What follows belongs to an exercise in optimizing a design on an open flow for small area, a short achievable clock period and few clock cycles per item; a production flow would make more cautious choices.
Function was not checked in any run shown here: the RTL went through the layout flow alone.
Power is estimated from default activity; no workload was simulated.

File: flow/design.v
module ad5934_freq_encoder (
    input  wire        clk,
    input  wire        rst,         
    input  wire        in_valid,
    output wire        in_ready,
    input  wire [31:0] in_freq,
    input  wire [31:0] in_fclk,
    output reg         out_valid,
    output wire [23:0] out_code,
    output wire        out_err
);
    reg         busy;        
    reg  [4:0]  cnt;         
    reg         err;         
    reg  [32:0] rem;         
    reg  [23:0] qs;          
    assign in_ready = busy && (err || cnt == 5'd24);
    assign out_code = err ? 24'd0 : qs;
    assign out_err  = err;
    wire [32:0] a    = busy ? {rem[31:0], qs[23]}
                            : {1'b0, in_freq[24:0], in_fclk[31:25]};
    wire        sub  = ~busy | ~rem[32];
    wire [32:0] sum  = a + ({33{sub}} ^ {1'b0, in_fclk}) + {32'd0, sub};
    wire        qbit = ~sum[32];
    always @(posedge clk) begin
        rem <= sum;
        if (!busy) begin
            qs  <= in_fclk[24:1];
            err <= (|in_freq[31:25]) | qbit;
            cnt <= 5'd1;
        end else begin
            qs  <= {qs[22:0], qbit};
            cnt <= cnt + 5'd1;
        end
        if (rst) begin
            busy      <= 1'b0;
            out_valid <= 1'b0;
        end else begin
            out_valid <= in_ready && in_valid;
            if (!busy)
                busy <= in_valid;
            else if (in_ready && in_valid)
                busy <= 1'b0;
        end
    end
endmodule
File: flow/flow/run.sh
#!/bin/bash
# The standard layout (the standard.sh: standard synthesis, floorplan,
# placement, CTS, routing), with the port buffers that placement inserts on
# every input and output made plain sky130 buffers instead of the default
# delay-buffer cell. Each tool's output is kept in its own log here.
set -euo pipefail
export BUFFER_PORTS_ARGS="-buffer_cell sky130_fd_sc_hd__buf_1"
bash standard.sh > standard_make.log 2>&1
File: flow/standard.sh
#!/bin/bash
# synth_recipe.tcl (not shown) runs the flow's synth.tcl, then flattens the netlist and writes it again
# the make line also repeats each setting of config.mk as NAME=value (left out here)
make -C /OpenROAD-flow-scripts/flow DESIGN_CONFIG=/design/flow/config.mk WORK_HOME=/design/flow/orfs CLKGATE_MAP_FILE= SYNTH_SCRIPT=/design/flow/synth_recipe.tcl "${@:-finish}"
File: flow/config.mk
export PLATFORM = sky130hd
export DESIGN_NAME = ad5934_freq_encoder
export DESIGN_NICKNAME = ad5934_freq_encoder
export VERILOG_FILES = /design/flow/design.v
export SDC_FILE = /design/flow/constraint.sdc
export NUM_CORES = 4
export LEC_CHECK = 0
export CAP_MARGIN = 20
export CORE_MARGIN = 2
export CORE_UTILIZATION = 40
export PLACE_DENSITY = 0.6
export SLEW_MARGIN = 20
File: flow/constraint.sdc
create_clock -name core_clock -period 5.0 [get_ports {clk}]
set_input_delay 1.0000 -clock core_clock [delete_from_list [all_inputs] [get_ports {clk}]]
set_output_delay 1.0000 -clock core_clock [all_outputs]
set_load 0.01 [all_outputs]
==> summary.txt, run 1 <==
Setup path
  • Peak per-stage delay on the critical path: 510 ps
  • Critical Path RT: 5280 ps
  • Critical path depth: 11
  • Crit path buf inv count: 1
  • Worst reg2reg startpoint: rem[32]
  • CP delay by family, top: simple AND/OR/NAND/NOR gates
  • Nature of the critical path startpoint: flop
  • Depth of the worst register-to-register path: 11
  • Critical path capture point: rem[31]
  • Critical Setup Path Class: flop to flop
  • Critical-path maximum fanout: 15
  • Slowest-stage cell, CP: sky130_fd_sc_hd__nand2_1
  • Data arrival time of the critical path: 3990 ps
  • Crit. Startpoint: rem[32]
  • Critical Path Sink Type: flop
  • Sequence of cells on the critical path: nand2_1 > buf_4 > xor2_1 > ha_1 > nand2_1 > a31o_1 > or4_1 > o21ai_1 > a21oi_1 > o41ai_2 > xor2_1
  • Internal reg-to-reg setup slack: 1290 ps
  • End of the worst register-to-register path: rem[31]

Yosys
  • Proportion of synthesized area in mux cells: 0.1412
  • Average size of a mapped cell: 9.117 sq um
  • Basic-gate share of the synthesized area counting and, or, nand and nor cells: 0.1240
  • Largest family of logic cells by synthesized area: compound AO/OA/AOI/OAI gates
  • Synth Warn #: 1
  • Top area cells in the synthesized netlist: sky130_fd_sc_hd__dfxtp_1 (29%), sky130_fd_sc_hd__mux2_2 (14%), sky130_fd_sc_hd__ha_1 (9.3%)
  • Area share of fa/ha/maj cells after synthesis: 0.09730
  • Synth top cells by count: sky130_fd_sc_hd__dfxtp_1 (64), sky130_fd_sc_hd__mux2_2 (54), sky130_fd_sc_hd__xor2_1 (46)
  • Share of synthesized area occupied by flip-flops and latches: 0.2947
  • Synthesized-area fraction occupied by ao, oa, aoi and oai cells: 0.1808
  • Async set or reset register ratio after synthesis: 0
  • Library cell with the highest instance count after synthesis: sky130_fd_sc_hd__dfxtp_1
  • Share of the synthesized netlist area taken by xor and xnor gates: 0.1299
  • Post-synthesis cell count: 488
  • Largest area contributor in the netlist: sky130_fd_sc_hd__dfxtp_1
  • Number of synthesized flops with an enable pin: 1
  • Flip-flop and latch count after synthesis: 65
  • Syn_nets: 589
  • Primary FF master, synth: sky130_fd_sc_hd__dfxtp_1
  • Share of the synthesized area in the top cell type: 0.2880
  • Synth Cell Area: 4449 sq um
  • Number of distinct library cells after synthesis: 51

Cells and area
  • Final standard cell utilization of the core: 0.4675
  • Synthesis-to-layout area growth: 13.89%
  • Share of final-layout standard cells stronger than drive strength 1: 0.1319
  • Antenna diode count: 0
  • Number of nets in the finished design: 672

Route
  • Detailed-route vias per instance: 5.221
  • Average routed wire per standard cell: 14.92 microns
  • Number of violations reported at the end of detailed-routing iteration 0: 191
  • DR DRC count: 0
  • Iteration count of the initial detailed-routing pass: 4
  • Remaining antenna violation count: 0
  • Overall routed net length: 10.68 mm
  • Total via count in the routed design: 3738

Global route
  • Antenna violations before repair: 0
  • Remaining global-route overflow: 0
  • Vias in the first global route: 3630
  • Global-route usage over all layers: 0.1865
  • Largest net degree at the start of global routing: 63
  • Global-route wire length before repair: 17.26 mm

Run status
  • Result of the run: complete, no violations

Timing
  • Final clock skew: 8.323 ps
  • Worst slew pin tran: 844.4 ps
  • Fmax: 0.2698 GHz
  • Fin crit share: 0.7413
  • Post-route minimum period: 3706 ps
  • RSZ-0062 raised after global routing: false
  • Final number of setup-violating endpoints: 0
  • Headroom to the max-slew limit: 0.4357
  • Final hold violations: 0
  • Max Transition Viols Final: 0
  • Setup tns final: 0 ps

Clock tree
  • Number of H-tree branching levels: 3
  • Clock edge transition at the registers on the reported setup and hold paths: 70 ps
  • Post-CTS Resized: 0
  • Master cell of the clock root buffer: sky130_fd_sc_hd__clkbuf_8
  • Source-to-sink clock delay at the later pin of the worst-skew pair: 350 ps
  • Sink Count: 65
  • Post-CTS Setup Repair Bufs: 0
  • Max Root-Sink Buffers: 2
  • Number of CTS-inserted buffers: 9
  • Count of hold buffers inserted by post-cts repair: 0
  • TritonCTS clock tree: done

Floorplan
  • Initial core utilization: 0.4104
  • Rows: 38
  • Die area: 11980 sq um
  • Area of the core region: 10840 sq um
  • Height of the die: 109.5 microns
  • Chip width: 109.5 microns
  • Top-level port count: 94

Flow run
  • Count of max-cap constraint violations: 0

Power
  • Leakage Power: 1.951 nW
  • Max rail drop VDD: 0.0001607 V
  • Power density over cell area: 497.3 nW/um^2

Placed design
  • Placer's final routability congestion estimate: 0.8432
  • Post-DP HPWL: 8.344 mm
  • Number of buffers inserted by port buffering: 93

Hold path
  • Class of the worst hold path: flop to flop
[cell type report]
type	count	area [sq um]
Fill cell	1122	5773
Timing Repair Buffer	97	379.1
Multi-Input combinational cell	386	2995
Inverter	12	45.04
Tap cell	140	175.2
Sequential cell	65	1313
Clock buffer	16	160.2
[per-layer routing]
metal / vias to the layer above / GRT usage / part of all wire
met5: - / 0 / 0
met4: 0 / 0.05154 / 0.011
met3: 9 / 0.04742 / 0.041
met2: 73 / 0.3100 / 0.47
met1: 1745 / 0.2392 / 0.47
li1: 1911 / - / -
[logic make-up (layout without fill, tap and decap cells)]
logic type,count (synthesis),after routing
AO/OA/AOI/OAI,117,117
XOR/XNOR,66,66
adder cells (fa/ha/maj),34,34
buffers and inverters,37,125
flip-flops,65,65
multiplexers,56,56
AND/OR/NAND/NOR,113,113
[placed cells by master, fill, tap and decap left out, drive strengths merged, types with 3 or more instances in the layout]
cell | Yosys | routed
nand2 | 36 | 36
a41oi | 4 | 4
o211ai | 6 | 6
nand4 | 7 | 7
buf | 12 | 97
clkbuf | 13 | 16
nor2 | 23 | 23
o21a | 4 | 4
xor2 | 46 | 46
a21o | 8 | 8
a31oi | 3 | 3
nand3 | 9 | 9
xnor2 | 20 | 20
inv | 12 | 12
a2111oi | 3 | 3
a211oi | 7 | 7
ha | 33 | 33
mux2 | 54 | 54
nor2b | 24 | 24
nor4 | 3 | 3
a21oi | 43 | 43
o21bai | 4 | 4
dfxtp | 64 | 64
o21ai | 23 | 23
[worst min-delay path by stage]
stage	start	end	depth (start not counted)
after floorplan	cnt[0]	cnt[0]	1
after global placement	cnt[0]	cnt[0]	1
after detailed placement	cnt[0]	cnt[0]	1
after CTS	cnt[0]	cnt[0]	1
after global routing	cnt[0]	cnt[0]	1
final	cnt[0]	cnt[0]	1
[power breakdown]
group          internal [W]  switching, W  leakage, nW  total (W)
Combinational      0.000583      0.000806         1.33    0.00139
Sequential         0.000699     0.0000453        0.546   0.000744
Clock              0.000195      0.000192       0.0790   0.000387
Total               0.00148       0.00104         1.95    0.00252
[state kept, by name, indices dropped and copies added (netlist names)]
register   count
rem           33
qs            24
cnt            5
busy           1
err            1
out_valid      1
[worst register-to-register path: stages (launching register included)]
cell and delay, ps:
sky130_fd_sc_hd__dfxtp_1 370, sky130_fd_sc_hd__nand2_1 510, sky130_fd_sc_hd__buf_4 450, sky130_fd_sc_hd__xor2_1 170
sky130_fd_sc_hd__ha_1 400, sky130_fd_sc_hd__nand2_1 180, sky130_fd_sc_hd__a31o_1 210, sky130_fd_sc_hd__or4_1 440
sky130_fd_sc_hd__o21ai_1 230, sky130_fd_sc_hd__a21oi_1 190, sky130_fd_sc_hd__o41ai_2 320, sky130_fd_sc_hd__xor2_1 190
[per-stage QoR]
step	hold WS [ps]	area [sq um]	worst slack (ps)	total power (W)	cells
finish	426.5	5067	1294	0.002520	716
global route	448.5	5067	906.1	0.002747	716
CTS	426.4	5067	1253	0.002545	716
detailed placement	410.2	4907	1206	0.002139	700
global placement	398.6	4907	1312	0.002134	700
floorplan	388.5	4449	1468	0.001837	488
==> inputs of run 2 (changes only) <==
==> flow/design.v (replaced) <==
module ad5934_freq_encoder (
    input  wire        clk,
    input  wire        rst,         
    input  wire        in_valid,
    output wire        in_ready,
    input  wire [31:0] in_freq,
    input  wire [31:0] in_fclk,
    output reg         out_valid,
    output wire [23:0] out_code,
    output wire        out_err
);
    reg         busy;        
    reg  [4:0]  cnt;         
    reg         err;         
    reg  [31:0] den;         
    reg  [32:0] rem;         
    reg  [24:0] qs;          
    assign in_ready = ~busy;
    assign out_code = err ? 24'd0 : qs[23:0];
    assign out_err  = err;
    wire        sub  = ~rem[32];
    wire [32:0] sum  = {rem[31:0], qs[24]} + ({33{sub}} ^ {1'b0, den}) + {32'd0, sub};
    wire        qbit = ~sum[32];
    wire        last = (cnt == 5'd24) || (cnt == 5'd0 && (err || qbit));
    always @(posedge clk) begin
        if (!busy) begin
            den <= in_fclk;
            rem <= {2'b0, in_freq[24:0], in_fclk[31:26]};
            qs  <= in_fclk[25:1];
            err <= |in_freq[31:25];
            cnt <= 5'd0;
        end else begin
            rem <= sum;
            qs  <= {qs[23:0], qbit};
            if (cnt == 5'd0) err <= err | qbit;
            cnt <= cnt + 5'd1;
        end
        if (rst) begin
            busy      <= 1'b0;
            out_valid <= 1'b0;
        end else begin
            out_valid <= busy && last;
            if (!busy)
                busy <= in_valid;
            else if (last)
                busy <= 1'b0;
        end
    end
endmodule
==> flow/run.sh (new file) <==
#!/bin/bash
# synth_recipe.tcl (not shown) runs the flow's synth.tcl, then flattens the netlist and writes it again
# the make line also repeats each setting of config.mk as NAME=value (left out here)
make -C /OpenROAD-flow-scripts/flow DESIGN_CONFIG=/design/flow/config.mk WORK_HOME=/design/flow/orfs CLKGATE_MAP_FILE= SYNTH_SCRIPT=/design/flow/synth_recipe.tcl finish
removed: flow/flow/run.sh
removed: flow/standard.sh
==> run 2 against run 1 <==
Compared with the run above: core utilization grew 4.0 points; combinational power increased by 120%; largest power group unchanged; critical path depth down 1; critical endpoint is now rem[25]; worst hold slack improved by 39 ps; sequential power is 65% higher; largest cell class unchanged; clock skew is essentially flat.
==> summary.txt, run 2 <==
Route
  • Iteration count of the initial detailed-routing pass: 4
  • Detailed-route vias per instance: 5.154
  • DR DRC count: 0
  • Overall routed net length: 12.56 mm
  • Total via count in the routed design: 4175
  • Average routed wire per standard cell: 15.50 microns
  • Number of violations reported at the end of detailed-routing iteration 0: 192
  • Remaining antenna violation count: 0

Cells and area
  • Commonest non-fill, non-tap cell in the layout: sky130_fd_sc_hd__clkdlybuf4s50_1
  • Final standard cell utilization of the core: 0.5078
  • Synthesis-to-layout area growth: 24.96%
  • Number of nets in the finished design: 726
  • Share of final-layout standard cells stronger than drive strength 1: 0.1460
  • Register name with the most flops: rem
  • Largest register FFs: 33
  • Commonest cells after routing, fill and taps aside: sky130_fd_sc_hd__clkdlybuf4s50_1 (93), sky130_fd_sc_hd__dfxtp_1 (63), sky130_fd_sc_hd__xnor2_1 (50)
  • Antenna diode count: 0
  • Biggest regs: rem (33), den (32), qs (25)

Yosys
  • Area share of fa/ha/maj cells after synthesis: 0.07704
  • Syn_nets: 644
  • Basic-gate share of the synthesized area counting and, or, nand and nor cells: 0.1381
  • Largest family of logic cells by synthesized area: compound AO/OA/AOI/OAI gates
  • Number of synthesized flops with an enable pin: 33
  • Number of distinct library cells after synthesis: 75
  • Flip-flop and latch count after synthesis: 98
  • Proportion of synthesized area in mux cells: 0.09241
  • Library cell with the highest instance count after synthesis: sky130_fd_sc_hd__dfxtp_1
  • Synth Warn #: 1
  • Average size of a mapped cell: 10.35 sq um
  • Synth top cells by count: sky130_fd_sc_hd__dfxtp_1 (65), sky130_fd_sc_hd__xnor2_1 (50), sky130_fd_sc_hd__mux2_2 (43)
  • Share of synthesized area occupied by flip-flops and latches: 0.4079
  • Primary FF master, synth: sky130_fd_sc_hd__dfxtp_1
  • Top area cells in the synthesized netlist: sky130_fd_sc_hd__dfxtp_1 (23%), sky130_fd_sc_hd__edfxtp_1 (18%), sky130_fd_sc_hd__mux2_2 (8.6%)
  • Share of the synthesized netlist area taken by xor and xnor gates: 0.09040
  • Synthesized-area fraction occupied by ao, oa, aoi and oai cells: 0.1603
  • Share of the synthesized area in the top cell type: 0.2316
  • Largest area contributor in the netlist: sky130_fd_sc_hd__dfxtp_1
  • Synth Cell Area: 5619 sq um
  • Async set or reset register ratio after synthesis: 0
  • Post-synthesis cell count: 543

Clock tree
  • Number of H-tree branching levels: 3
  • Post-CTS Resized: 0
  • Sink Count: 98
  • Max Root-Sink Buffers: 2
  • Count of hold buffers inserted by post-cts repair: 0
  • Number of CTS-inserted buffers: 9
  • TritonCTS clock tree: done
  • Master cell of the clock root buffer: sky130_fd_sc_hd__clkbuf_16
  • Post-CTS Setup Repair Bufs: 0
  • Source-to-sink clock delay at the later pin of the worst-skew pair: 350 ps
  • Clock edge transition at the registers on the reported setup and hold paths: 70 ps

Placed design
  • Post-DP HPWL: 9.099 mm
  • Number of buffers inserted by port buffering: 93
  • Placer's final routability congestion estimate: 0.8612

Timing
  • RSZ-0062 raised after global routing: false
  • Post-route worst hold slack: 465.6 ps
  • Max Transition Viols Final: 0
  • Final hold violations: 0
  • Worst slew pin tran: 893.9 ps
  • Final number of setup-violating endpoints: 0
  • Fmax: 0.2946 GHz
  • Final clock skew: 8.137 ps
  • Post-route minimum period: 3395 ps
  • Headroom to the max-slew limit: 0.4041
  • Setup tns final: 0 ps
  • Fin crit share: 0.6789

Setup path
  • Depth of the worst register-to-register path: 10
  • Critical Path Sink Type: flop
  • Internal reg-to-reg setup slack: 1610 ps
  • Slowest-stage cell, CP: sky130_fd_sc_hd__dfxtp_2
  • Critical Path RT: 5240 ps
  • Peak per-stage delay on the critical path: 840 ps
  • Sequence of cells on the critical path: xnor2_1 > ha_1 > a21o_1 > a311oi_2 > nor3_2 > a31oi_4 > a2bb2oi_4 > a21oi_2 > o21a_1 > a2111o_1
  • Critical Setup Path Class: flop to flop
  • Critical-path maximum fanout: 25
  • Data arrival time of the critical path: 3630 ps
  • End of the worst register-to-register path: rem[25]
  • Crit. Startpoint: rem[32]
  • Critical path capture point: rem[25]
  • Nature of the critical path startpoint: flop
  • Worst reg2reg startpoint: rem[32]

Floorplan
  • Rows: 43
  • Initial core utilization: 0.4064
  • Die area: 15010 sq um
  • Chip width: 122.5 microns
  • Height of the die: 122.5 microns
  • Area of the core region: 13830 sq um
  • Top-level port count: 94

Hold path
  • Class of the worst hold path: flop to flop

Run status
  • Result of the run: complete, no violations

Power
  • Power density over cell area: 709.2 nW/um^2
  • Max rail drop VDD: 0.0003650 V
  • Leakage Power: 2.651 nW

Global route
  • Remaining global-route overflow: 0
  • Global-route wire length before repair: 20.61 mm
  • Largest net degree at the start of global routing: 73
  • Antenna violations before repair: 0
  • Vias in the first global route: 4222
  • Global-route usage over all layers: 0.1774

Flow run
  • Count of max-cap constraint violations: 0
==> run 2: changes by cell type after synthesis, moves of 8 or more <==
cell / previous run / this run
sky130_fd_sc_hd__xor2_1: 46 / 8
sky130_fd_sc_hd__nor2_1: 23 / 35
sky130_fd_sc_hd__edfxtp_1: 1 / 33
sky130_fd_sc_hd__nand2_1: 36 / 27
sky130_fd_sc_hd__buf_1: 9 / 1
sky130_fd_sc_hd__a21oi_1: 43 / 35
sky130_fd_sc_hd__mux2_2: 54 / 43
sky130_fd_sc_hd__xnor2_1: 20 / 50
==> run 2: kinds of logic (layout without fill, tap and decap cells) <==
kind of cell	Yosys count	count (layout)
buf+inv	41	128
fa+ha+maj	34	34
mux	46	46
compound gates	117	117
xor+xnor	58	58
flops	98	98
simple gates	149	149
==> run 2: how the worst min path moves through the flow <==
stage / start / to / depth (start not counted)
after floorplan: cnt[0] / cnt[0] / 1
after CTS: cnt[0] / cnt[0] / 1
after global routing: qs[1] / qs[2] / 1
after detailed placement: cnt[0] / cnt[0] / 1
final: cnt[0] / cnt[0] / 1
after global placement: cnt[0] / cnt[0] / 1
==> run 2: per-stage QoR <==
stage	cell area (sq um)	setup slack [ps]	std cells	power (W)
after floorplan	5619	1919	543	0.003650
final	7022	1605	810	0.004980
after global placement	6666	1728	793	0.004191
after CTS	6994	1615	809	0.005013
after detailed placement	6666	1640	793	0.004221
after global routing	7022	1397	810	0.005401
==> run 2: cell type report <==
cell class | instances | area, sq um
tap | 180 | 225.2
sequential | 98 | 2295
clock inverter | 5 | 85.08
fill | 1264 | 6805
timing repair buffer | 97 | 980.9
clock buffer | 11 | 242.7
multi-input combinational | 404 | 3137
inverter | 15 | 56.30
==> run 2: worst max-delay path: cells and delay by family (launching register included) <==
| family | cells | cell delay [ps] |
|---|---|---|
| AO/OA/AOI/OAI | 7 | 1750 |
| XOR/XNOR | 1 | 160 |
| adder cells (fa/ha/maj) | 1 | 380 |
| flip-flops | 1 | 840 |
| AND/OR/NAND/NOR | 1 | 140 |
==> run 2: report_power, final <==
group          internal, W  switching (W)
logic              0.00135        0.00165
clock network     0.000456       0.000303
registers          0.00110       0.000128
==> run 2: per-layer routing <==
metal | GRT usage | up-vias | wire length (microns)
met5 | 0 | - | 0
met4 | 0.05029 | 0 | 153
met3 | 0.04600 | 11 | 569
met2 | 0.2955 | 95 | 5986
met1 | 0.2273 | 1951 | 5847
li1 | - | 2118 | -
==> inputs of run 3 (changes only) <==
==> flow/design.v (replaced) <==
module ad5934_freq_encoder (
    input  wire        clk,
    input  wire        rst,         
    input  wire        in_valid,
    output wire        in_ready,
    input  wire [31:0] in_freq,
    input  wire [31:0] in_fclk,
    output reg         out_valid,
    output wire [23:0] out_code,
    output wire        out_err
);
    localparam integer K  = 1;                  
    localparam integer C  = (25 + K - 1) / K;   
    localparam integer S  = C * K;              
    localparam integer CW = (C > 1) ? $clog2(C) : 1;
    reg            busy;        
    reg  [CW-1:0]  cnt;         
    reg            err;         
    reg  [31:0]    rem;         
    reg  [23:0]    qs;          
    assign in_ready = busy && (err || cnt == C - 1);
    assign out_code = err ? 24'd0 : qs;
    assign out_err  = err;
    function automatic [32:0] step(input [31:0] r, input b, input [31:0] d);
        reg [32:0] t, s;
        begin
            t = {r, b};
            s = t - {1'b0, d};
            if (s[32]) step = {1'b0, t[31:0]};
            else       step = {1'b1, s[31:0]};
        end
    endfunction
    reg  [31:0]   f_rem;
    reg  [23:0]   f_qs;
    reg           f_err;
    reg  [31:0]   n_rem;
    reg  [23:0]   n_qs;
    integer j;
    reg [32:0]  st;
    reg [S-1:0] nb;
    always @* begin
        nb    = in_fclk[S:1];
        f_rem = {1'b0, in_freq[S-1:0], in_fclk[31:S+1]};
        f_qs  = nb[S-K-1:0];
        f_err = |in_freq[31:S];
        for (j = 0; j < K; j = j + 1) begin
            st    = step(f_rem, nb[S-1-j], in_fclk);
            f_rem = st[31:0];
            if (j < S - 24) f_err = f_err | st[32];    
            else            f_qs  = {f_qs[22:0], st[32]};
        end
        n_rem = rem;
        n_qs  = qs;
        for (j = 0; j < K; j = j + 1) begin
            st    = step(n_rem, n_qs[23], in_fclk);
            n_rem = st[31:0];
            n_qs  = {n_qs[22:0], st[32]};
        end
    end
    always @(posedge clk) begin
        if (!busy) begin
            rem <= f_rem;
            qs  <= f_qs;
            err <= f_err;
            cnt <= 1;
        end else begin
            rem <= n_rem;
            qs  <= n_qs;
            cnt <= cnt + 1'b1;
        end
        if (rst) begin
            busy      <= 1'b0;
            out_valid <= 1'b0;
        end else begin
            out_valid <= in_ready && in_valid;
            if (!busy)
                busy <= in_valid;
            else if (in_ready && in_valid)
                busy <= 1'b0;
        end
    end
endmodule
==> run 3 against run 2 <==
Compared with the run above: still clean; core utilization is 1.1 points lower; worst hold slack worse by 50 ps; via count grew 47%; critical path depth grew 4; sequential cell count is 34 lower; routed wire length increased by 41%; clock skew down 4.0 ps; maximum frequency is 21% lower; first-iteration DRC count increased by 110%; largest power group unchanged.
==> summary.txt, run 3 <==
Setup path
  • Critical-path maximum fanout: 11
  • Internal reg-to-reg setup slack: 1700 ps
  • Critical Setup Path Class: input port to flop
  • Data arrival time of the critical path: 4520 ps
  • Top cell by count, worst path: sky130_fd_sc_hd__inv_1
  • Critical Path Sink Type: flop
  • Sequence of cells on the critical path: clkdlybuf4s50_1 > inv_1 > ha_1 > fa_1 > nor2b_1 > o31ai_2 > a2111oi_2 > o2111ai_1 > nand2_1 > o311ai_2 > a21oi_4 > inv_1 > a211oi_1 > a21oi_1
  • Peak per-stage delay on the critical path: 470 ps
  • Critical Path RT: 5200 ps
  • Slowest-stage cell, CP: sky130_fd_sc_hd__clkdlybuf4s50_1
  • Nature of the critical path startpoint: input port

Timing
  • Final number of setup-violating endpoints: 0
  • Final clock skew: 4.184 ps
  • Fmax: 0.2316 GHz
  • Post-route minimum period: 4319 ps
  • Max Transition Viols Final: 0
  • Post-route worst hold slack: 416.0 ps
  • Final hold violations: 0
  • Fin crit share: 0.8637
  • Setup tns final: 0 ps
  • RSZ-0062 raised after global routing: false
  • Worst slew pin tran: 915.5 ps
  • Headroom to the max-slew limit: 0.3897

Global route
  • Antenna violations before repair: 0
  • Global-route wire length before repair: 29.64 mm
  • Remaining global-route overflow: 0
  • Global-route usage over all layers: 0.2243
  • Vias in the first global route: 5885
  • Largest net degree at the start of global routing: 94

Yosys
  • Flip-flop and latch count after synthesis: 64
  • Number of synthesized flops with an enable pin: 1
  • Library cell with the highest instance count after synthesis: sky130_fd_sc_hd__nand2_1
  • Number of distinct library cells after synthesis: 80
  • Async set or reset register ratio after synthesis: 0
  • Basic-gate share of the synthesized area counting and, or, nand and nor cells: 0.1985
  • Synth Cell Area: 6336 sq um
  • Post-synthesis cell count: 833
  • Largest area contributor in the netlist: sky130_fd_sc_hd__dfxtp_1
  • Synthesized-area fraction occupied by ao, oa, aoi and oai cells: 0.2954
  • Area share of fa/ha/maj cells after synthesis: 0.1367
  • Share of the synthesized area in the top cell type: 0.1991
  • Share of the synthesized netlist area taken by xor and xnor gates: 0.06912
  • Syn_nets: 968
  • Largest family of logic cells by synthesized area: compound AO/OA/AOI/OAI gates
  • Average size of a mapped cell: 7.606 sq um
  • Synth top cells by count: sky130_fd_sc_hd__nand2_1 (92), sky130_fd_sc_hd__a21oi_1 (73), sky130_fd_sc_hd__o21ai_0 (67)
  • Synth Warn #: 1
  • Proportion of synthesized area in mux cells: 0.03811
  • Primary FF master, synth: sky130_fd_sc_hd__dfxtp_1
  • Top area cells in the synthesized netlist: sky130_fd_sc_hd__dfxtp_1 (20%), sky130_fd_sc_hd__ha_1 (13%), sky130_fd_sc_hd__a21oi_1 (5.8%)
  • Share of synthesized area occupied by flip-flops and latches: 0.2038

Floorplan
  • Rows: 46
  • Initial core utilization: 0.4047
  • Height of the die: 129.9 microns
  • Die area: 16860 sq um
  • Top-level port count: 94
  • Chip width: 129.9 microns
  • Area of the core region: 15660 sq um

Cells and area
  • Commonest non-fill, non-tap cell in the layout: sky130_fd_sc_hd__clkdlybuf4s50_1
  • Area occupied by registers: 1292 sq um
  • Share of final-layout standard cells stronger than drive strength 1: 0.06031
  • Antenna diode count: 0
  • Biggest regs: rem (32), qs (24), cnt (5)
  • Register name with the most flops: rem
  • Number of nets in the finished design: 1042
  • Final instance area: 7780 sq um
  • Filler instances: 1594
  • Commonest cells after routing, fill and taps aside: sky130_fd_sc_hd__clkdlybuf4s50_1 (93), sky130_fd_sc_hd__nand2_1 (92), sky130_fd_sc_hd__a21oi_1 (73)
  • Largest register FFs: 32
  • Area of the multi-input gates: 4674 sq um
  • Final standard cell utilization of the core: 0.4970
  • Synthesis-to-layout area growth: 22.79%
  • Fin cells: 1128

Power
  • Power density over cell area: 427.1 nW/um^2
  • Leakage Power: 3.327 nW
  • Max rail drop VDD: 0.0001920 V

Clock tree
  • Max Root-Sink Buffers: 2
  • Count of hold buffers inserted by post-cts repair: 0
  • Clock edge transition at the registers on the reported setup and hold paths: 60 ps
  • Post-CTS Setup Repair Bufs: 0
  • Source-to-sink clock delay at the later pin of the worst-skew pair: 350 ps
  • Post-CTS Resized: 0
  • Number of CTS-inserted buffers: 9
  • TritonCTS clock tree: done
  • Number of H-tree branching levels: 3
  • Sink Count: 64
  • Master cell of the clock root buffer: sky130_fd_sc_hd__clkbuf_16

Route
  • Average routed wire per standard cell: 15.71 microns
  • Number of violations reported at the end of detailed-routing iteration 0: 408
  • Detailed-route vias per instance: 5.457
  • Total via count in the routed design: 6155
  • Iteration count of the initial detailed-routing pass: 5
  • Remaining antenna violation count: 0
  • DR DRC count: 0
  • Overall routed net length: 17.72 mm

Run status
  • Result of the run: complete, no violations

Placed design
  • Post-DP HPWL: 13.73 mm
  • Placer's final routability congestion estimate: 0.9043
  • Standard cell area after detailed placement: 7432 sq um
  • DP Cell Count: 1111
  • Number of buffers inserted by port buffering: 93

Hold path
  • Class of the worst hold path: flop to flop

Flow run
  • Count of max-cap constraint violations: 0
-- run 3: area by class of cell --
class                           count  area share
Sequential cell                    64      0.1661
Inverter                           53     0.02557
Clock buffer                       12     0.03297
Timing Repair Buffer              101      0.1299
Clock inverter                      4    0.009810
Tap cell                          216     0.03474
Multi-Input combinational cell    678      0.6008
-- run 3: report_power, final --
group | internal [W] | switching (W) | leakage [nW]
registers | 0.000637 | 0.0000733 | 0.537
logic | 0.000816 | 0.00108 | 2.63
clock network | 0.000464 | 0.000252 | 0.159
total | 0.00192 | 0.00141 | 3.33
-- run 3: cells by family after synthesis --
kind of cell               after synthesis
DFF                                     64
xor gates and xnor gates                50
muxes                                   24
adders and majority gates               68
buffers and inverters                   91
AOI/OAI and AO/OA                      276
and+or+nand+nor                        260
-- run 3: final timing paths --
check	from	to	cells past startpoint
min reg2reg	cnt[0]	cnt[0]	1
max	in_fclk[25]	rem[17]	14
min	cnt[0]	cnt[0]	1
max reg2reg	qs[23]	rem[1]	14
-- run 3: through the flow --
step | power, W | worst slack, ps
floorplan | 0.002174 | 1492
global placement | 0.002594 | 481.3
detailed placement | 0.002592 | 343.1
CTS | 0.003322 | 687.0
global route | 0.003590 | 362.9
finish | 0.003323 | 681.3
-- run 3: routing by layer --
layer	track usage	part of all wire	vias up
met5	0	0	-
met2	0.3643	0.44	166
li1	-	-	3127
met3	0.04510	0.060	25
met1	0.2980	0.48	2837
met4	0.07527	0.025	0
-- run 3: worst max-delay path, delay by kind of cell --
kind | cells | cell delay (ps)
adder cells (fa/ha/maj) | 2 | 600
AND/OR/NAND/NOR | 2 | 420
buffers and inverters | 3 | 870
AO/OA/AOI/OAI | 7 | 1610
==> inputs of run 4 (changes only) <==
==> flow/design.v (replaced) <==
module ad5934_freq_encoder (
    input  wire        clk,
    input  wire        rst,         
    input  wire        in_valid,
    output wire        in_ready,
    input  wire [31:0] in_freq,
    input  wire [31:0] in_fclk,
    output reg         out_valid,
    output wire [23:0] out_code,
    output wire        out_err
);
    localparam integer K  = 1;                  
    localparam integer C  = (25 + K - 1) / K;   
    localparam integer S  = C * K;              
    localparam integer E  = S - 24;             
    localparam integer CW = (C > 1) ? $clog2(C) : 1;
    reg            busy;        
    reg  [CW-1:0]  cnt;         
    reg            err;         
    reg  [31:0]    rem;         
    reg  [23:0]    qs;          
    assign in_ready = busy && (err || cnt == C - 1);
    assign out_code = err ? 24'd0 : qs;
    assign out_err  = err;
    wire [S-1:0] nb = in_fclk[S:1];
    reg  [31:0]  r;
    reg  [K-1:0] bits;
    reg  [K-1:0] qb;
    reg  [32:0]  t, s;
    integer j;
    always @* begin
        if (busy) begin
            r    = rem;
            bits = qs[23:24-K];
        end else begin
            r    = {1'b0, in_freq[S-1:0], in_fclk[31:S+1]};
            bits = nb[S-1:S-K];
        end
        for (j = 0; j < K; j = j + 1) begin
            t = {r, bits[K-1-j]};
            s = t - {1'b0, in_fclk};
            qb[K-1-j] = ~s[32];
            r = s[32] ? t[31:0] : s[31:0];
        end
    end
    wire [S-1:0] nbq      = {nb[S-K-1:0], {K{1'b0}}};
    wire [K-1:0] qb_low   = qb & ((1 << (K - E)) - 1);
    wire [23:0]  qs_first = nbq[S-1:E] | qb_low;
    wire        err_first = (|in_freq[31:S]) | (|qb[K-1:K-E]);
    always @(posedge clk) begin
        rem <= r;
        if (!busy) begin
            qs  <= qs_first;
            err <= err_first;
            cnt <= 1;
        end else begin
            qs  <= {qs[23-K:0], qb};
            cnt <= cnt + 1'b1;
        end
        if (rst) begin
            busy      <= 1'b0;
            out_valid <= 1'b0;
        end else begin
            out_valid <= in_ready && in_valid;
            if (!busy)
                busy <= in_valid;
            else if (in_ready && in_valid)
                busy <= 1'b0;
        end
    end
endmodule
==> run 4 against run 3 <==
Compared with the run above: critical path depth decreased by 1; largest cell class unchanged; synthesized cell count fell by 38%; worst hold slack got worse by 2.1 ps; die area decreased by 27%; largest power group unchanged; clock power fell by 7.7%; maximum frequency decreased by 1.2%; still clean; total power fell by 24%; worst setup slack worse by 53 ps; via count shrank 38%; register-to-register slack lost 840 ps; cell count is 32% lower; clock-buffer cell count grew 2.
==> summary.txt, run 4 <==
Clock tree
  • TritonCTS clock tree: done
  • Post-CTS Setup Repair Bufs: 0
  • Clock edge transition at the registers on the reported setup and hold paths: 50 ps
  • Post-CTS Resized: 0
  • Count of hold buffers inserted by post-cts repair: 0
  • Source-to-sink clock delay at the later pin of the worst-skew pair: 330 ps
  • Master cell of the clock root buffer: sky130_fd_sc_hd__clkbuf_16
  • Number of CTS-inserted buffers: 9
  • Number of H-tree branching levels: 3
  • Max Root-Sink Buffers: 2
  • Sink Count: 64

Route
  • Met2 Wirelength: 4.573 mm
  • DR DRC count: 0
  • Average routed wire per standard cell: 13.49 microns
  • Routed wire length on met3: 435 microns
  • Remaining antenna violation count: 0
  • Total via count in the routed design: 3840
  • Overall routed net length: 10.29 mm
  • Top routing layer in use: met4
  • Detailed-route vias per instance: 5.033
  • Iteration count of the initial detailed-routing pass: 4
  • Wl on met1: 5.066 mm
  • Number of violations reported at the end of detailed-routing iteration 0: 140

Cells and area
  • Synthesis-to-layout area growth: 30.00%
  • Commonest cells after routing, fill and taps aside: sky130_fd_sc_hd__clkdlybuf4s50_1 (93), sky130_fd_sc_hd__dfxtp_1 (62), sky130_fd_sc_hd__nand2_1 (52)
  • Antenna diode count: 0
  • Filler instances: 1090
  • Register name with the most flops: rem
  • Share of final-layout standard cells stronger than drive strength 1: 0.1468
  • Area of the multi-input gates: 2967 sq um
  • Number of nets in the finished design: 717
  • Commonest non-fill, non-tap cell in the layout: sky130_fd_sc_hd__clkdlybuf4s50_1
  • Area occupied by registers: 1292 sq um
  • Final instance area: 5948 sq um
  • Biggest regs: rem (32), qs (24), cnt (5)
  • Largest register FFs: 32

Setup path
  • Slowest-stage cell, CP: sky130_fd_sc_hd__xnor2_4
  • Internal reg-to-reg setup slack: 860 ps
  • Top cell by count, worst path: sky130_fd_sc_hd__a211oi_2
  • Critical Setup Path Class: input port to flop
  • Critical-path maximum fanout: 13
  • Worst reg2reg startpoint: busy
  • CP delay by family, top: compound AO/OA/AOI/OAI gates
  • Crit path buf inv count: 2
  • Critical Path Sink Type: flop
  • Data arrival time of the critical path: 4580 ps
  • Nature of the critical path startpoint: input port
  • Peak per-stage delay on the critical path: 570 ps
  • End of the worst register-to-register path: rem[15]
  • Sequence of cells on the critical path: clkdlybuf4s50_1 > mux2i_1 > ha_1 > fa_1 > nor2b_1 > o31ai_1 > a21oi_1 > a211oi_2 > o41ai_2 > a211oi_2 > xnor2_4 > buf_4 > mux2_4
  • Critical Path RT: 5210 ps
  • Depth of the worst register-to-register path: 11

Timing
  • Post-route minimum period: 4372 ps
  • Final hold violations: 0
  • Post-layout worst setup margin: 628.5 ps
  • RSZ-0062 raised after global routing: false
  • Final number of setup-violating endpoints: 0
  • Headroom to the max-slew limit: 0.5549
  • Fin crit share: 0.8743
  • Fmax: 0.2288 GHz
  • Max Transition Viols Final: 0
  • Post-route worst hold slack: 413.9 ps
  • Worst slew pin tran: 667.7 ps
  • Setup tns final: 0 ps
  • Final clock skew: 8.175 ps

Yosys
  • Share of synthesized area occupied by flip-flops and latches: 0.2822
  • Async set or reset register ratio after synthesis: 0
  • Library cell with the highest instance count after synthesis: sky130_fd_sc_hd__dfxtp_1
  • Number of synthesized flops with an enable pin: 1
  • Post-synthesis cell count: 520
  • Top area cells in the synthesized netlist: sky130_fd_sc_hd__dfxtp_1 (28%), sky130_fd_sc_hd__ha_1 (9.3%), sky130_fd_sc_hd__mux2_4 (8.2%)
  • Synth top cells by count: sky130_fd_sc_hd__dfxtp_1 (63), sky130_fd_sc_hd__nand2_1 (52), sky130_fd_sc_hd__inv_1 (44)
  • Synth Warn #: 1
  • Average size of a mapped cell: 8.799 sq um
  • Syn_nets: 622
  • Synth Cell Area: 4576 sq um
  • Largest area contributor in the netlist: sky130_fd_sc_hd__dfxtp_1
  • Primary FF master, synth: sky130_fd_sc_hd__dfxtp_1
  • Flip-flop and latch count after synthesis: 64
  • Number of distinct library cells after synthesis: 58
  • Share of the synthesized area in the top cell type: 0.2756

Floorplan
  • Chip width: 111.0 microns
  • Height of the die: 111.0 microns
  • Die area: 12310 sq um
  • Area of the core region: 11270 sq um
  • Rows: 39
  • Initial core utilization: 0.4059
  • Top-level port count: 94

Power
  • Net Switching: 0.0007874 W
  • Proportion of power drawn by combinational gates: 0.451
  • P_int: 0.001738 W
  • Register share of total power: 0.287
  • Power density over cell area: 424.5 nW/um^2
  • Switch share: 0.3119
  • Max rail drop VDD: 0.0001689 V
  • Share of total power in the clock network: 0.262
  • Leakage Power: 2.602 nW

Global route
  • Global-route wire length before repair: 17.86 mm
  • Largest net degree at the start of global routing: 27
  • Remaining global-route overflow: 0
  • Global-route usage over all layers: 0.1741
  • Vias in the first global route: 3876
  • Antenna violations before repair: 0

Hold path
  • Endpoint with the worst hold slack: cnt[0]
  • Min-delay src: cnt[0]
  • Worst hold path cell count: 1
  • Class of the worst hold path: flop to flop

Placed design
  • Setup Slack @ Placement: 228.2 ps
  • Placer's final routability congestion estimate: 0.8566
  • Post-DP HPWL: 8.072 mm
  • Standard cell area after detailed placement: 5629 sq um
  • Number of buffers inserted by port buffering: 93

Run status
  • Result of the run: complete, no violations

Flow run
  • Count of max-cap constraint violations: 0
run 4: cell types whose count changed after synthesis, sizes merged, moves of 13 or more:
| cell | change |
|---|---|
| ha | -32 |
| nor2 | -24 |
| xnor2 | -13 |
| buf | -14 |
| a21o | -14 |
| nand2 | -40 |
| mux2 | +53 |
| nand3 | -14 |
| mux2i | -16 |
| a21oi | -54 |
| o21ai | -33 |
run 4: final cells by class:
type | count | area share
Clock inverter | 2 | 0.005890
Multi-Input combinational cell | 392 | 0.4987
Tap cell | 143 | 0.03008
Sequential cell | 64 | 0.2173
Clock buffer | 14 | 0.04775
Inverter | 44 | 0.02777
Timing Repair Buffer | 104 | 0.1725
run 4: layer usage:
layer / GRT usage / vias up
met2: 0.2765 / 78
met5: 0 / -
met1: 0.2317 / 1740
li1: - / 2005
met3: 0.03882 / 17
met4: 0.06500 / 0
run 4: kinds of logic (layout without fill, tap and decap cells):
family                   count (synthesis)  in the layout  share of synthesized area
adder cells (fa/ha/maj)                 35             35                    0.09735
buffers and inverters                   64            164                    0.07192
flip-flops                              64             64                     0.2822
multiplexers                            61             61                     0.1687
AO/OA/AOI/OAI                          123            123                     0.1758
XOR/XNOR                                25             25                    0.04949
AND/OR/NAND/NOR                        148            148                     0.1545
run 4: per-stage QoR:
| step | instances | power, W | util |
|---|---|---|---|
| global route | 763 | 0.002713 | 0.5277 |
| detailed placement | 747 | 0.001874 | 0.4994 |
| global placement | 747 | 0.001855 | 0.4994 |
| finish | 763 | 0.002525 | 0.5277 |
| CTS | 763 | 0.002552 | 0.5277 |
| floorplan | 520 | 0.001648 | - |
run 4: how the worst max path moves through the flow:
stage	slack, ps	startpoint	depth (start not counted)	endpoint
6_report	630	in_fclk[25]	13	rem[15]
3_3_place_gp	330	in_fclk[25]	13	rem[17]
5_1_grt	330	in_fclk[25]	13	rem[11]
2_1_floorplan	1120	in_freq[7]	11	rem[10]
4_1_cts	560	in_fclk[25]	13	rem[15]
3_5_place_dp	230	in_fclk[25]	13	rem[15]
run 4: power by group through the flow:
stage,logic [W],clock network (W),registers [W]
floorplan,0.000933,0,0.000715
global placement,0.00112,0,0.000734
detailed placement,0.00114,0,0.000736
CTS,0.00114,0.000681,0.000727
global route,0.00126,0.000708,0.000742
finish,0.00114,0.000661,0.000725
==> inputs of run 5 (changes only) <==
--- a/flow/config.mk
+++ b/flow/config.mk
@@ -5,6 +5,7 @@
 export SDC_FILE = /design/flow/constraint.sdc
 export NUM_CORES = 4
 export LEC_CHECK = 0
+export ABC_CLOCK_PERIOD_IN_PS = 2500
 export CAP_MARGIN = 20
 export CORE_MARGIN = 2
 export CORE_UTILIZATION = 40
==> run 5 against run 4 <==
Compared with the run above: still clean on timing, DRC and antenna; register-to-register slack about the same; core utilization unchanged; sequential cell count unchanged; critical path depth unchanged; worst hold slack unchanged; critical endpoint unchanged; largest power group unchanged.
==> summary.txt, run 5 <==
Hold path
  • Min-delay src: cnt[0]
  • Class of the worst hold path: flop to flop

Setup path
  • Nature of the critical path startpoint: input port
  • Crit. Startpoint: in_fclk[25]
  • Top cell by count, worst path: sky130_fd_sc_hd__a211oi_2
  • Slowest-stage cell, CP: sky130_fd_sc_hd__xnor2_4
  • Critical Setup Path Class: input port to flop
  • Critical Path RT: 5210 ps
  • Crit path buf inv count: 2
  • Peak per-stage delay on the critical path: 570 ps
  • Sequence of cells on the critical path: clkdlybuf4s50_1 > mux2i_1 > ha_1 > fa_1 > nor2b_1 > o31ai_1 > a21oi_1 > a211oi_2 > o41ai_2 > a211oi_2 > xnor2_4 > buf_4 > mux2_4
  • CP delay by family, top: compound AO/OA/AOI/OAI gates
  • Critical Path Sink Type: flop
  • Critical-path maximum fanout: 13
  • Data arrival time of the critical path: 4580 ps
  • Worst reg2reg startpoint: busy

Route
  • Average routed wire per standard cell: 13.49 microns
  • Remaining antenna violation count: 0
  • Iteration count of the initial detailed-routing pass: 4
  • Total via count in the routed design: 3840
  • Routed wire length on met3: 435 microns
  • Detailed-route vias per instance: 5.033
  • Overall routed net length: 10.29 mm
  • Number of violations reported at the end of detailed-routing iteration 0: 140
  • DR DRC count: 0
  • Top routing layer in use: met4
  • Wl on met1: 5.066 mm
  • Met2 Wirelength: 4.573 mm

Global route
  • Largest net degree at the start of global routing: 27
  • Antenna violations before repair: 0
  • Remaining global-route overflow: 0
  • Vias in the first global route: 3876
  • Global-route wire length before repair: 17.86 mm
  • Global-route usage over all layers: 0.1741

Yosys
  • Primary FF master, synth: sky130_fd_sc_hd__dfxtp_1
  • Post-synthesis cell count: 520
  • Synth Warn #: 1
  • Flip-flop and latch count after synthesis: 64
  • Share of the synthesized area in the top cell type: 0.2756
  • Top area cells in the synthesized netlist: sky130_fd_sc_hd__dfxtp_1 (28%), sky130_fd_sc_hd__ha_1 (9.3%), sky130_fd_sc_hd__mux2_4 (8.2%)
  • Number of synthesized flops with an enable pin: 1
  • Synth top cells by count: sky130_fd_sc_hd__dfxtp_1 (63), sky130_fd_sc_hd__nand2_1 (52), sky130_fd_sc_hd__inv_1 (44)
  • Syn_nets: 622
  • Number of distinct library cells after synthesis: 58
  • Async set or reset register ratio after synthesis: 0
  • Largest area contributor in the netlist: sky130_fd_sc_hd__dfxtp_1
  • Library cell with the highest instance count after synthesis: sky130_fd_sc_hd__dfxtp_1
  • Share of synthesized area occupied by flip-flops and latches: 0.2822
  • Synth Cell Area: 4576 sq um
  • Average size of a mapped cell: 8.799 sq um

Placed design
  • Number of buffers inserted by port buffering: 93
  • DP Cell Count: 747
  • Post-DP HPWL: 8.072 mm
  • Placer's final routability congestion estimate: 0.8566

Cells and area
  • Largest register FFs: 32
  • Number of nets in the finished design: 717
  • Synthesis-to-layout area growth: 30.00%
  • Register name with the most flops: rem
  • Biggest regs: rem (32), qs (24), cnt (5)
  • Antenna diode count: 0
  • Share of final-layout standard cells stronger than drive strength 1: 0.1468
  • Fin cells: 763
  • Commonest cells after routing, fill and taps aside: sky130_fd_sc_hd__clkdlybuf4s50_1 (93), sky130_fd_sc_hd__dfxtp_1 (62), sky130_fd_sc_hd__nand2_1 (52)
  • Commonest non-fill, non-tap cell in the layout: sky130_fd_sc_hd__clkdlybuf4s50_1

Power
  • Power density over cell area: 424.5 nW/um^2
  • Max rail drop VDD: 0.0001689 V
  • Leakage Power: 2.602 nW
  • Overall power consumption: 0.002525 W

Floorplan
  • Top-level port count: 94
  • Height of the die: 111.0 microns
  • Die area: 12310 sq um
  • Area of the core region: 11270 sq um
  • Rows: 39
  • Chip width: 111.0 microns
  • Initial core utilization: 0.4059

Timing
  • Final number of setup-violating endpoints: 0
  • Setup tns final: 0 ps
  • Worst slew pin tran: 667.7 ps
  • Post-route minimum period: 4372 ps
  • Final hold violations: 0
  • Fin crit share: 0.8743
  • Fmax: 0.2288 GHz
  • Max Transition Viols Final: 0
  • RSZ-0062 raised after global routing: false
  • Headroom to the max-slew limit: 0.5549
  • Final clock skew: 8.175 ps

Clock tree
  • Post-CTS Setup Repair Bufs: 0
  • Post-CTS Resized: 0
  • Count of hold buffers inserted by post-cts repair: 0
  • TritonCTS clock tree: done
  • Number of H-tree branching levels: 3
  • Master cell of the clock root buffer: sky130_fd_sc_hd__clkbuf_16
  • Clock edge transition at the registers on the reported setup and hold paths: 50 ps
  • Source-to-sink clock delay at the later pin of the worst-skew pair: 330 ps
  • Max Root-Sink Buffers: 2
  • Number of CTS-inserted buffers: 9
  • Sink Count: 64

Flow run
  • Count of max-cap constraint violations: 0

Run status
  • Result of the run: complete, no violations
## run 5: report_power, final
part	internal (W)	leakage [nW]	switching, W
Clock	0.000439	0.159	0.000221
Combinational	0.000621	1.91	0.000518
Sequential	0.000677	0.537	0.0000482
## run 5: cell type report
cell class                      instances  area (sq um)
Clock buffer                           14         284.0
Fill cell                            1090          5324
Timing Repair Buffer                  104          1026
Sequential cell                        64          1292
Multi-Input combinational cell        392          2967
Inverter                               44         165.2
Clock inverter                          2         35.03
Tap cell                              143         178.9
## run 5: worst paths after layout
| path | slack [ps] | endpoint | depth (start not counted) |
|---|---|---|---|
| worst max register to register | 860 | rem[15] | 11 |
| worst min register to register | 410 | cnt[0] | 1 |
| worst min-delay path | 410 | cnt[0] | 1 |
| worst max-delay path | 630 | rem[15] | 13 |
## run 5: per-stage QoR
stage / setup slack, ps / hold WS (ps) / utilization / area (sq um)
after floorplan: 1116 / 388.5 / - / 4576
after global placement: 327.6 / 400.3 / 0.4994 / 5629
after detailed placement: 228.2 / 406.6 / 0.4994 / 5629
after CTS: 557.5 / 419.0 / 0.5277 / 5948
after global routing: 325.3 / 445.4 / 0.5277 / 5948
final: 628.5 / 413.9 / 0.5277 / 5948
## run 5: cell families after synthesis
kind of cell | Yosys count | share of synthesized area
adders and majority gates | 35 | 0.09735
muxes | 61 | 0.1687
buffers and inverters | 64 | 0.07192
and+or+nand+nor | 148 | 0.1545
xor gates and xnor gates | 25 | 0.04949
AOI/OAI and AO/OA | 123 | 0.1758
DFF | 64 | 0.2822
## run 5: metal layers
metal / GRT usage / up-vias
li1: - / 2005
met5: 0 / -
met1: 0.2317 / 1740
met3: 0.03882 / 17
met2: 0.2765 / 78
met4: 0.06500 / 0
==> inputs of run 6 (changes only) <==
--- a/flow/design.v
+++ b/flow/design.v
@@ -9,7 +9,7 @@
     output wire [23:0] out_code,
     output wire        out_err
 );
-    localparam integer K  = 1;                  
+    localparam integer K  = 2;                  
     localparam integer C  = (25 + K - 1) / K;   
     localparam integer S  = C * K;              
     localparam integer E  = S - 24;             
--- a/flow/config.mk
+++ b/flow/config.mk
@@ -5,7 +5,6 @@
 export SDC_FILE = /design/flow/constraint.sdc
 export NUM_CORES = 4
 export LEC_CHECK = 0
-export ABC_CLOCK_PERIOD_IN_PS = 2500
 export CAP_MARGIN = 20
 export CORE_MARGIN = 2
 export CORE_UTILIZATION = 40
==> run 6 against run 5 <==
Compared with the run above: now fails the layout checks on negative setup slack; combinational power grew to 5.0 times the previous value; die area is 43% higher; clock power is 11% higher; global-route usage is 10 points higher; sequential power is 7.6% higher; critical endpoint is now rem[10]; highest routed layer unchanged.
==> summary.txt, run 6 <==
Floorplan
  • Chip width: 132.6 microns
  • Rows: 47
  • Area of the core region: 16350 sq um
  • Height of the die: 132.6 microns
  • Top-level port count: 94
  • Die area: 17580 sq um
  • Initial core utilization: 0.4046

Setup path
  • Slowest-stage cell, CP: sky130_fd_sc_hd__fa_2
  • Critical Path Sink Type: flop
  • Nature of the critical path startpoint: input port
  • Data arrival time of the critical path: 6100 ps
  • Peak per-stage delay on the critical path: 420 ps
  • Critical-path maximum fanout: 6
  • Critical Setup Path Class: input port to flop
  • Worst reg2reg startpoint: busy
  • Critical Path RT: 5240 ps
  • Crit. Startpoint: in_fclk[26]

Route
  • Number of violations reported at the end of detailed-routing iteration 0: 434
  • Average routed wire per standard cell: 17.71 microns
  • DR DRC count: 0
  • Remaining antenna violation count: 0
  • Total via count in the routed design: 7488
  • Detailed-route vias per instance: 5.307
  • Overall routed net length: 25.00 mm
  • Iteration count of the initial detailed-routing pass: 5

Cells and area
  • Filler instances: 1347
  • Largest register FFs: 32
  • Synthesis-to-layout area growth: 70.82%
  • Commonest non-fill, non-tap cell in the layout: sky130_fd_sc_hd__buf_4
  • Final standard cell utilization of the core: 0.6912
  • Register name with the most flops: rem
  • Commonest cells after routing, fill and taps aside: sky130_fd_sc_hd__buf_4 (300), sky130_fd_sc_hd__nand2_1 (73), sky130_fd_sc_hd__clkdlybuf4s50_1 (63)
  • Number of nets in the finished design: 1321
  • Biggest regs: rem (32), qs (24), cnt (4)
  • Area occupied by registers: 1275 sq um
  • Share of final-layout standard cells stronger than drive strength 1: 0.4500
  • Antenna diode count: 0
  • Area of the multi-input gates: 5762 sq um

Global route
  • GR met1 Demand/Resource: 0.3514
  • Largest net degree at the start of global routing: 38
  • Antenna violations before repair: 0
  • Met3 capacity usage during global routing: 0.04023
  • Global-route usage over all layers: 0.2783
  • Global-route wire length before repair: 38.81 mm
  • Met2 demand-to-capacity share in global routing: 0.4732
  • Highest-utilization routing layer at the global route stage: met2
  • Remaining global-route overflow: 0
  • Vias in the first global route: 7713

Timing
  • RSZ-0062 raised after global routing: true
  • Max Transition Viols Final: 0
  • Headroom to the max-slew limit: 0.6255
  • Post-route worst hold slack: 430.4 ps
  • Final clock skew: 12.37 ps
  • Post-route minimum period: 5855 ps
  • Post-layout worst setup margin: -854.6 ps
  • Fin crit share: 1.171
  • Final number of setup-violating endpoints: 34
  • Worst slew pin tran: 546.2 ps
  • Final hold violations: 0
  • Fmax: 0.1708 GHz
  • Setup tns final: -28340 ps

Yosys
  • Share of synthesized area occupied by flip-flops and latches: 0.1922
  • Syn_nets: 929
  • Largest area contributor in the netlist: sky130_fd_sc_hd__dfxtp_1
  • Average size of a mapped cell: 8.331 sq um
  • Async set or reset register ratio after synthesis: 0
  • Synth Cell Area: 6615 sq um
  • Synth top cells by count: sky130_fd_sc_hd__nand2_1 (76), sky130_fd_sc_hd__o21ai_0 (70), sky130_fd_sc_hd__ha_1 (66)
  • Library cell with the highest instance count after synthesis: sky130_fd_sc_hd__nand2_1
  • Primary FF master, synth: sky130_fd_sc_hd__dfxtp_1
  • Number of distinct library cells after synthesis: 76
  • Top area cells in the synthesized netlist: sky130_fd_sc_hd__dfxtp_1 (19%), sky130_fd_sc_hd__ha_1 (12%), sky130_fd_sc_hd__mux2_2 (7.8%)
  • Share of the synthesized area in the top cell type: 0.1876
  • Post-synthesis cell count: 794
  • Synth Warn #: 1
  • Number of synthesized flops with an enable pin: 1
  • Flip-flop and latch count after synthesis: 63

Clock tree
  • Clock edge transition at the registers on the reported setup and hold paths: 70 ps
  • Master cell of the clock root buffer: sky130_fd_sc_hd__clkbuf_16
  • TritonCTS clock tree: done
  • Sink Count: 63
  • Source-to-sink clock delay at the later pin of the worst-skew pair: 360 ps
  • Number of CTS-inserted buffers: 9
  • Number of H-tree branching levels: 3
  • Max Root-Sink Buffers: 2

Placed design
  • Placer's final routability congestion estimate: 0.9287
  • Setup Slack @ Placement: -1820 ps
  • Number of buffers inserted by port buffering: 93
  • Post-DP HPWL: 17.82 mm

Run status
  • Result of the run: complete, but fails checks
  • Layout check fault list: negative setup slack

Power
  • Switch share: 0.3866
  • Leakage Power: 5.233 nW
  • Share of total power in the clock network: 0.101
  • Net Switching: 0.002808 W
  • Overall power consumption: 0.007263 W
  • P_int: 0.004455 W
  • Proportion of power drawn by combinational gates: 0.792
  • Max rail drop VDD: 0.0003852 V
  • Register share of total power: 0.107
  • Power density over cell area: 642.8 nW/um^2

Hold path
  • Class of the worst hold path: flop to flop
  • Min-delay src: cnt[0]

Flow run
  • Count of max-cap constraint violations: 0
run 6: repair_timing:
action / CTS / global route
hold buffers: 0 / 0
gates cloned: 4 / 0
pin swaps: 66 / 32
gates resized for setup: 165 / 26
hold endpoints to repair: 0 / 0
endpoints found under the setup margin: 34 / 34
setup buffers: 42 / 9
run 6: logic make-up after synthesis:
logic type                 after synthesis  synth area share
DFF                                     63            0.1922
buffers and inverters                   78           0.06166
xor gates and xnor gates                57           0.07660
and+or+nand+nor                        211            0.1562
AOI/OAI and AO/OA                      238            0.2338
adders and majority gates               68            0.1309
muxes                                   79            0.1487
run 6: metrics by stage:
stage / cells / instance area (sq um)
6_report: 1411 / 11300
5_1_grt: 1411 / 11300
4_1_cts: 1403 / 11110
3_5_place_dp: 1342 / 9753
3_3_place_gp: 1342 / 9753
2_1_floorplan: 794 / 6713
run 6: final cells by class:
type / count / area share
Clock buffer: 9 / 0.01993
Clock inverter: 7 / 0.009191
Inverter: 47 / 0.01561
Multi-Input combinational cell: 653 / 0.5099
Sequential cell: 63 / 0.1128
Tap cell: 220 / 0.02436
Timing Repair Buffer: 412 / 0.3082
run 6: final timing paths:
| check | endpoint | slack, ps | cells past startpoint |
|---|---|---|---|
| worst min register to register | cnt[0] | 430 | 1 |
| worst max register to register | rem[10] | -760 | 26 |
| worst max-delay path | rem[10] | -850 | 26 |
| worst min-delay path | cnt[0] | 430 | 1 |
run 6: power by group through the flow:
stage / clock network, W / logic [W] / registers, W
after floorplan: 0 / 0.00300 / 0.000745
after global placement: 0 / 0.00461 / 0.000777
after detailed placement: 0 / 0.00464 / 0.000776
after CTS: 0.000735 / 0.00554 / 0.000771
after global routing: 0.000757 / 0.00615 / 0.000790
final: 0.000731 / 0.00575 / 0.000780
run 6: worst max-delay path, delay by kind of cell:
family / cells / cell delay (ps)
compound gates: 9 / 1990
xor+xnor: 2 / 340
fa+ha+maj: 3 / 930
buf+inv: 6 / 750
mux: 3 / 750
simple gates: 3 / 330
run 6: per-layer routing:
metal / part of all wire / up-vias
li1: - / 3643
met1: 0.44 / 3515
met2: 0.48 / 259
met3: 0.050 / 71
met4: 0.037 / 0
met5: 0 / -
==> inputs of run 7 (changes only) <==
==> flow/design.v (replaced) <==
module ad5934_freq_encoder (
    input  wire        clk,
    input  wire        rst,         
    input  wire        in_valid,
    output wire        in_ready,
    input  wire [31:0] in_freq,
    input  wire [31:0] in_fclk,
    output reg         out_valid,
    output reg  [23:0] out_code,
    output reg         out_err
);
    localparam [1:0] S_IDLE   = 2'd0,
                     S_DIV    = 2'd1,
                     S_FINISH = 2'd2;
    reg  [1:0]  state;
    reg  [6:0]  count;       
    reg  [64:0] num;         
    reg  [32:0] den;         
    reg  [33:0] rem;         
    reg  [64:0] quo;         
    assign in_ready = (state == S_IDLE);
    wire        accept  = in_valid && in_ready;
    wire [33:0] rem_sh  = {rem[32:0], num[64]};
    wire        rem_ge  = (rem_sh >= {1'b0, den});
    wire [33:0] rem_sub = rem_sh - {1'b0, den};
    always @(posedge clk) begin
        if (rst) begin
            state     <= S_IDLE;
            count     <= 7'd0;
            out_valid <= 1'b0;
            out_err   <= 1'b0;
            out_code  <= 24'd0;
        end else begin
            out_valid <= 1'b0;
            case (state)
                S_IDLE: begin
                    if (accept) begin
                        if (in_fclk == 32'd0) begin
                            out_valid <= 1'b1;
                            out_err   <= 1'b1;
                            out_code  <= 24'd0;
                        end else begin
                            num   <= {1'b0, in_freq, 32'd0} + {33'd0, in_fclk};
                            den   <= {in_fclk, 1'b0};
                            rem   <= 34'd0;
                            quo   <= 65'd0;
                            count <= 7'd65;
                            state <= S_DIV;
                        end
                    end
                end
                S_DIV: begin
                    num <= {num[63:0], 1'b0};
                    if (rem_ge) begin
                        rem <= rem_sub;
                        quo <= {quo[63:0], 1'b1};
                    end else begin
                        rem <= rem_sh;
                        quo <= {quo[63:0], 1'b0};
                    end
                    count <= count - 7'd1;
                    if (count == 7'd1)
                        state <= S_FINISH;
                end
                S_FINISH: begin
                    out_valid <= 1'b1;
                    if (quo[64:24] != 41'd0) begin
                        out_err  <= 1'b1;
                        out_code <= 24'd0;
                    end else begin
                        out_err  <= 1'b0;
                        out_code <= quo[23:0];
                    end
                    state <= S_IDLE;
                end
                default: state <= S_IDLE;
            endcase
        end
    end
endmodule
==> run 7 against run 6 <==
Compared with the run above: the run now finishes clean; synthesized cell count is 25% higher; sequential share of layout area is 39 points higher; clock-buffer cell count is 23 higher; die area is 62% higher; sequential cell count is 167 higher; register-to-register slack better by 2000 ps; total power is 32% lower; global-route usage is 12 points lower; worst setup slack better by 2100 ps; core utilization is 21 points lower; synthesized area is 64% higher; largest cell class is now sequential cells; highest routed layer unchanged.
==> summary.txt, run 7 <==
Floorplan
  • Rows: 60
  • Initial core utilization: 0.4044
  • Area of the core region: 26800 sq um
  • Height of the die: 168.6 microns
  • Die area: 28430 sq um
  • Top-level port count: 94
  • Chip width: 168.6 microns

Run status
  • Result of the run: complete, no violations

Setup path
  • Slowest-stage cell, CP: sky130_fd_sc_hd__o31ai_4
  • Sequence of cells on the critical path: ha_1 > nand4_2 > a211oi_2 > o311ai_1 > a31o_1 > a21boi_2 > a2111oi_2 > o31ai_4 > buf_4 > mux2i_1 > nor2_1
  • Critical Setup Path Class: flop to flop
  • Data arrival time of the critical path: 4030 ps
  • Nature of the critical path startpoint: flop
  • Peak per-stage delay on the critical path: 610 ps
  • Worst reg2reg startpoint: rem[8]
  • End of the worst register-to-register path: rem[4]
  • Internal reg-to-reg setup slack: 1220 ps
  • Critical Path Sink Type: flop
  • Critical Path RT: 5250 ps
  • Critical-path maximum fanout: 24
  • Depth of the worst register-to-register path: 11
  • Crit. Startpoint: rem[8]

Clock tree
  • Source-to-sink clock delay at the later pin of the worst-skew pair: 520 ps
  • TritonCTS clock tree: done
  • Clock edge transition at the registers on the reported setup and hold paths: 60 ps
  • Sink Count: 230
  • Master cell of the clock root buffer: sky130_fd_sc_hd__clkbuf_16
  • Number of H-tree branching levels: 1
  • Post-CTS Resized: 0
  • Max Root-Sink Buffers: 3
  • Count of hold buffers inserted by post-cts repair: 0
  • Post-CTS Setup Repair Bufs: 0
  • Number of CTS-inserted buffers: 25

Global route
  • Global-route usage over all layers: 0.1605
  • Remaining global-route overflow: 0
  • Antenna violations before repair: 1
  • Largest net degree at the start of global routing: 99
  • Global-route wire length before repair: 37.16 mm
  • Vias in the first global route: 7208

Placed design
  • Setup Slack @ Placement: 1225 ps
  • Post-DP HPWL: 15.56 mm
  • Number of buffers inserted by port buffering: 93
  • Placer's final routability congestion estimate: 0.8413

Hold path
  • Min-delay src: out_err
  • Endpoint with the worst hold slack: out_err
  • Class of the worst hold path: flop to flop
  • Worst hold path cell count: 2

Timing
  • Post-route minimum period: 3779 ps
  • Final number of setup-violating endpoints: 0
  • RSZ-0062 raised after global routing: false
  • Fmax: 0.2646 GHz
  • Final clock skew: 9.456 ps
  • Setup tns final: 0 ps
  • Post-layout worst setup margin: 1221 ps
  • Worst slew pin tran: 936.8 ps
  • Max Transition Viols Final: 0
  • Headroom to the max-slew limit: 0.3740
  • Fin crit share: 0.7558
  • Final hold violations: 0

Route
  • Overall routed net length: 22.94 mm
  • Total via count in the routed design: 7354
  • Average routed wire per standard cell: 15.97 microns
  • Number of violations reported at the end of detailed-routing iteration 0: 482
  • Remaining antenna violation count: 0
  • DR DRC count: 0
  • Detailed-route vias per instance: 5.118
  • Iteration count of the initial detailed-routing pass: 5

Yosys
  • Top area cells in the synthesized netlist: sky130_fd_sc_hd__edfxtp_1 (54%), sky130_fd_sc_hd__nand2_1 (7.7%), sky130_fd_sc_hd__dfxtp_1 (6.5%)
  • Average size of a mapped cell: 10.94 sq um
  • Share of the synthesized area in the top cell type: 0.5402
  • Library cell with the highest instance count after synthesis: sky130_fd_sc_hd__nand2_1
  • Async set or reset register ratio after synthesis: 0
  • Number of distinct library cells after synthesis: 58
  • Synth Cell Area: 10840 sq um
  • Synth top cells by count: sky130_fd_sc_hd__nand2_1 (221), sky130_fd_sc_hd__edfxtp_1 (195), sky130_fd_sc_hd__nor2_1 (77)
  • Number of synthesized flops with an enable pin: 195
  • Synth Warn #: 1
  • Primary FF master, synth: sky130_fd_sc_hd__edfxtp_1
  • Post-synthesis cell count: 991
  • Share of synthesized area occupied by flip-flops and latches: 0.6049
  • Largest area contributor in the netlist: sky130_fd_sc_hd__edfxtp_1
  • Flip-flop and latch count after synthesis: 230
  • Syn_nets: 1093

Cells and area
  • Share of final-layout standard cells stronger than drive strength 1: 0.06667
  • Commonest cells after routing, fill and taps aside: sky130_fd_sc_hd__nand2_1 (221), sky130_fd_sc_hd__edfxtp_1 (195), sky130_fd_sc_hd__clkdlybuf4s50_1 (93)
  • Synthesis-to-layout area growth: 19.96%
  • Biggest regs: num (65), quo (65), rem (33)
  • Number of nets in the finished design: 1178
  • Commonest non-fill, non-tap cell in the layout: sky130_fd_sc_hd__nand2_1

Power
  • Leakage Power: 5.070 nW
  • P_int: 0.003684 W
  • Power density over cell area: 379.5 nW/um^2
  • Proportion of power drawn by combinational gates: 0.150
  • Switch share: 0.2534
  • Share of total power in the clock network: 0.378
  • Register share of total power: 0.471
  • Max rail drop VDD: 0.0002157 V
  • Net Switching: 0.001251 W

Flow run
  • Count of max-cap constraint violations: 0
## run 7: cell count changes after synthesis, sizes merged, moves of 32 or more
cell	change
and2	+65
nor2	+37
o21ai	-50
nand2	+146
ha	-32
edfxtp	+194
mux2	-73
## run 7: cell families after synthesis
family / after synthesis / synth area share
mux: 21 / 0.01939
flops: 230 / 0.6049
buf+inv: 89 / 0.03371
compound gates: 148 / 0.09281
simple gates: 437 / 0.1831
xor+xnor: 31 / 0.02505
fa+ha+maj: 35 / 0.04109
## run 7: worst max path at each step
stage	slack, ps	end	depth (start not counted)
2_1_floorplan	690	num[0]	5
3_3_place_gp	1280	rem[13]	7
3_5_place_dp	1230	rem[16]	11
4_1_cts	1180	rem[16]	11
5_1_grt	960	rem[16]	11
6_report	1220	rem[4]	11
## run 7: power by group through the flow
stage,clock network (W),registers (W),logic [W]
finish,0.00187,0.00233,0.000742
global route,0.00199,0.00234,0.000832
CTS,0.00192,0.00233,0.000753
detailed placement,0,0.00236,0.000748
global placement,0,0.00236,0.000741
floorplan,0,0.00235,0.000542
## run 7: critical path: cells and delay by family, from the launching register on
family | cells | cell delay [ps]
muxes | 1 | 230
and+or+nand+nor | 2 | 230
adders and majority gates | 1 | 450
AOI/OAI and AO/OA | 6 | 1680
buffers and inverters | 1 | 480
DFF | 1 | 400
## run 7: metal layers
layer | wire (microns) | vias up | GRT usage
met4 | 534 | 0 | 0.04948
met2 | 10680 | 113 | 0.2589
li1 | - | 3663 | -
met5 | 0 | - | 0
met3 | 935 | 34 | 0.02549
met1 | 10790 | 3544 | 0.2241
## run 7: stage by stage
step           cell area, sq um  cells  utilization  total power, W  hold WS [ps]
2_1_floorplan             10850    991            -        0.002891         470.4
3_3_place_gp              12150   1390       0.4535        0.003104         446.8
3_5_place_dp              12160   1390       0.4537        0.003112         450.9
4_1_cts                   13000   1436       0.4851        0.004996         466.6
5_1_grt                   13000   1437       0.4852        0.005160         500.8
6_report                  13000   1437       0.4852        0.004934         461.4
## run 7: cell type report
| cell class | instances | area (sq um) |
|---|---|---|
| fill | 2403 | 13800 |
| sequential | 230 | 6556 |
| timing repair buffer | 102 | 1036 |
| tap | 341 | 426.7 |
| clock buffer | 32 | 671.9 |
| antenna | 1 | 2.502 |
| clock inverter | 14 | 167.7 |
| inverter | 45 | 168.9 |
| multi-input combinational | 672 | 3973 |

Re-timed with assumed drivers on the ports (clkbuf_16 on the clock, buf_2 on other inputs), run 7 has 1.221 ns of setup slack against 1.221 ns with ideal ports, and 1.221 ns once port delays also move by the mid clock arrival of 0.565 ns.
